This is an optimization exercise on Yosys and OpenROAD, whose aim is small area, not a production implementation. Only simulation tests tie the RTL to the original design; equivalence was not proved. Power and IR drop assume default switching activity.

Setup of the previous run:
## ir_timing_engine
module ir_timing_engine (
    input  wire        clk,
    input  wire        rst,
    input  wire        cmd_valid,
    input  wire [7:0]  cmd,
    input  wire [31:0] op_a,
    input  wire [31:0] op_b,
    output reg         rsp_valid,
    output wire [3:0]  rsp_status,
    output reg  [31:0] rsp_data,
    output wire        carrier_en,
    output wire        line_level,
    output wire        rx_listen
);
    localparam [1:0] RX_IDLE = 2'd0;
    localparam [1:0] RX_HEAD = 2'd1;
    localparam [1:0] RX_WAIT = 2'd2;
    reg [31:0] cfg_start, cfg_short, cfg_long, cfg_gap, cfg_idle, cfg_tol;
    reg [5:0]  packet_bits;
    reg        has_checksum;
    reg        active_level;
    reg        config_valid;
    reg        tx_armed;
    reg        tx_in_gap;
    reg        tx_first;         
    reg        tx_lastbit;       
    reg [5:0]  tx_remaining;
    reg [31:0] tx_buffer;
    reg [31:0] tx_last_time;
    reg        tx_buffer_set;    
    reg        tx_last_set;      
    reg        carrier;
    reg [1:0]  rx_state;
    reg [31:0] rx_packet;
    reg [5:0]  rx_bits;
    reg [31:0] rx_start_time;
    reg [31:0] rx_timeout;
    reg [31:0] rx_last_accept;
    reg        rx_set;           
    reg        faulted;
    reg [2:0]  fault_code;
    reg [2:0]  rsp_st;
    assign rsp_status = {1'b0, rsp_st};
    assign carrier_en = carrier;
    assign line_level = active_level;
    assign rx_listen  = rx_state[1];
    wire [3:0] op = cmd[3:0];
    wire [3:0] hi = cmd[7:4];
    wire hi0 = (hi == 4'd0);
    wire is_nop = (op == 4'd0);
    wire is_wr  = (op == 4'd1);
    wire is_cmt = (op == 4'd2);
    wire is_arm = (op == 4'd3);
    wire is_tck = (op == 4'd4);
  ...
clock: 10.0 ns
lec_check: 0
abc_area: 1
cap_margin: 20
core_margin: 2
core_utilization: 40
cts_buf_list: sky130_fd_sc_hd__clkbuf_8
cts_cluster_size: 24
slew_margin: 20
run.sh (not shown) runs the stock make flow with config.mk's settings and CLKGATE_MAP_FILE= SYNTH_SCRIPT=/design/flow/synth_recipe.tcl, a recipe that flattens the netlist after the stock synthesis.
The previous run: flow completed, timing, DRC and antenna clean
What the current run does differently from the previous run at the input level:
Settings: clearing CTS_BUF_LIST, which used to be sky130_fd_sc_hd__clkbuf_8; clearing CTS_CLUSTER_SIZE, which used to be 24.
[summary]
- In terms of instance count after placement with tap cells included, the current run and the previous run differ only marginally.
- Part of the power in registers, the current run and the previous run: larger value in the previous run
- Compared the current run vs the previous run, and global-route track usage on met3 is down in the current run.
- NOTE: count of fill cells added during filler insertion in the current run falls short of that of the previous run
- The current run closes out successfully: all stages finished, all timing, DRC and antenna checks passed.
- Relative to the previous run, via total after detailed routing has decreased by 110 in the current run.
- Per the comparison of the current run with the previous run, setup skew after layout -0.0061 ns, post-synthesis to final-layout area growth has increased, first-pass GRT wire length -1000 µm, post-route cell area increased by about 0.6% relative to the old numbers, overall track demand over capacity in global routing dropped 0.23 points.

---

## north
Another version of the RTL of ir_timing_engine (not shown whole).
Size in the first run: about 3700 cells after synthesis, about 460 flip-flops, ~120 I/O pins, ~31000 um^2 of cells after synthesis.
export LEC_CHECK = 0
export ABC_AREA = 1
export CAP_MARGIN = 20
export CORE_MARGIN = 2
export CORE_UTILIZATION = 75
export CTS_CLUSTER_DIAMETER = 80
export CTS_CLUSTER_SIZE = 24
export SLEW_MARGIN = 20
create_clock -name core_clock -period 10.0 [get_ports {clk}]
standard.sh (not shown) runs the stock make flow with config.mk's settings and CLKGATE_MAP_FILE= SYNTH_SCRIPT=/design/flow/synth_recipe.tcl, a recipe that flattens the netlist after the stock synthesis.
==> flow/flow/run.sh <==
#!/bin/bash
set -euo pipefail
bash standard.sh finish \
  "BUFFER_PORTS_ARGS=-buffer_cell sky130_fd_sc_hd__buf_2" \
  "CTS_ARGS=-sink_clustering_enable -repair_clock_nets -sink_clustering_size 16 -sink_clustering_max_diameter 60 -dont_use_dummy_load -sink_clustering_buffer sky130_fd_sc_hd__clkbuf_8" \
  > orfs_flow.log 2>&1
north | stages: all done | timing, DRC, antenna: all pass
Input changes introduced in south (baseline for comparison: north):
==> flow/flow/run.sh <==
#!/bin/bash
set -euo pipefail
bash standard.sh finish \
  "BUFFER_PORTS_ARGS=-buffer_cell sky130_fd_sc_hd__buf_2" \
  "CTS_ARGS=-sink_clustering_enable -repair_clock_nets -sink_clustering_size 24 -sink_clustering_max_diameter 80 -dont_use_dummy_load" \
  > orfs_flow.log 2>&1
Findings:
Between south and north, the difference in wire length of the first global-routing pass is negligible.
On routed wire length, south and north are basically level.
Result for south and north: all clean
Looking at south and north, the final worst hold slack is a wash.
south vs north on number of H-tree branching levels: south is the lower one.
For largest stage delay on the critical path, south and north come out practically identical.
south leaves more setup margin than north.

## afterwards: timing with drivers on the ports
The results above use ideal ports. As a check the final layouts listed here were re-extracted and re-timed, cells and wires unchanged. Step 1: set_driving_cell puts a clkbuf_16 on clk and a buf_2 on each other input, an assumption about the parent block. Step 2, shift: input delay + t, output delay - t, t = (earliest + latest rising clock arrival at the registers) / 2. This alone moves slack from input paths to output paths. Three values: ideal, step 1, step 2; two values: the first two.
run | t (ns) | setup slack, ns | hold slack, ns | clock arrival spread, ns
the previous run | 0.728 | 0.667 / 0.665 / -0.063 | 0.486 / 0.486 / 0.486 | 0.048 / 0.047
the current run | 0.661 | 0.754 / 0.783 / 0.122 | 0.488 / 0.488 / 0.488 | 0.041 / 0.042
north | 0.621 | 0.428 / 0.467 / -0.154 | 0.469 / 0.469 / 0.469 | 0.058 / 0.059
south | 0.658 | 0.476 / 0.520 / -0.139 | 0.467 / 0.467 / 0.467 | 0.059 / 0.059
Met with ideal ports but missed after step 2: setup timing in the previous run, north and south. For the previous run, which loses most, drivers alone change the setup slack by -0.002 ns; drivers and shift together by -0.730 ns.
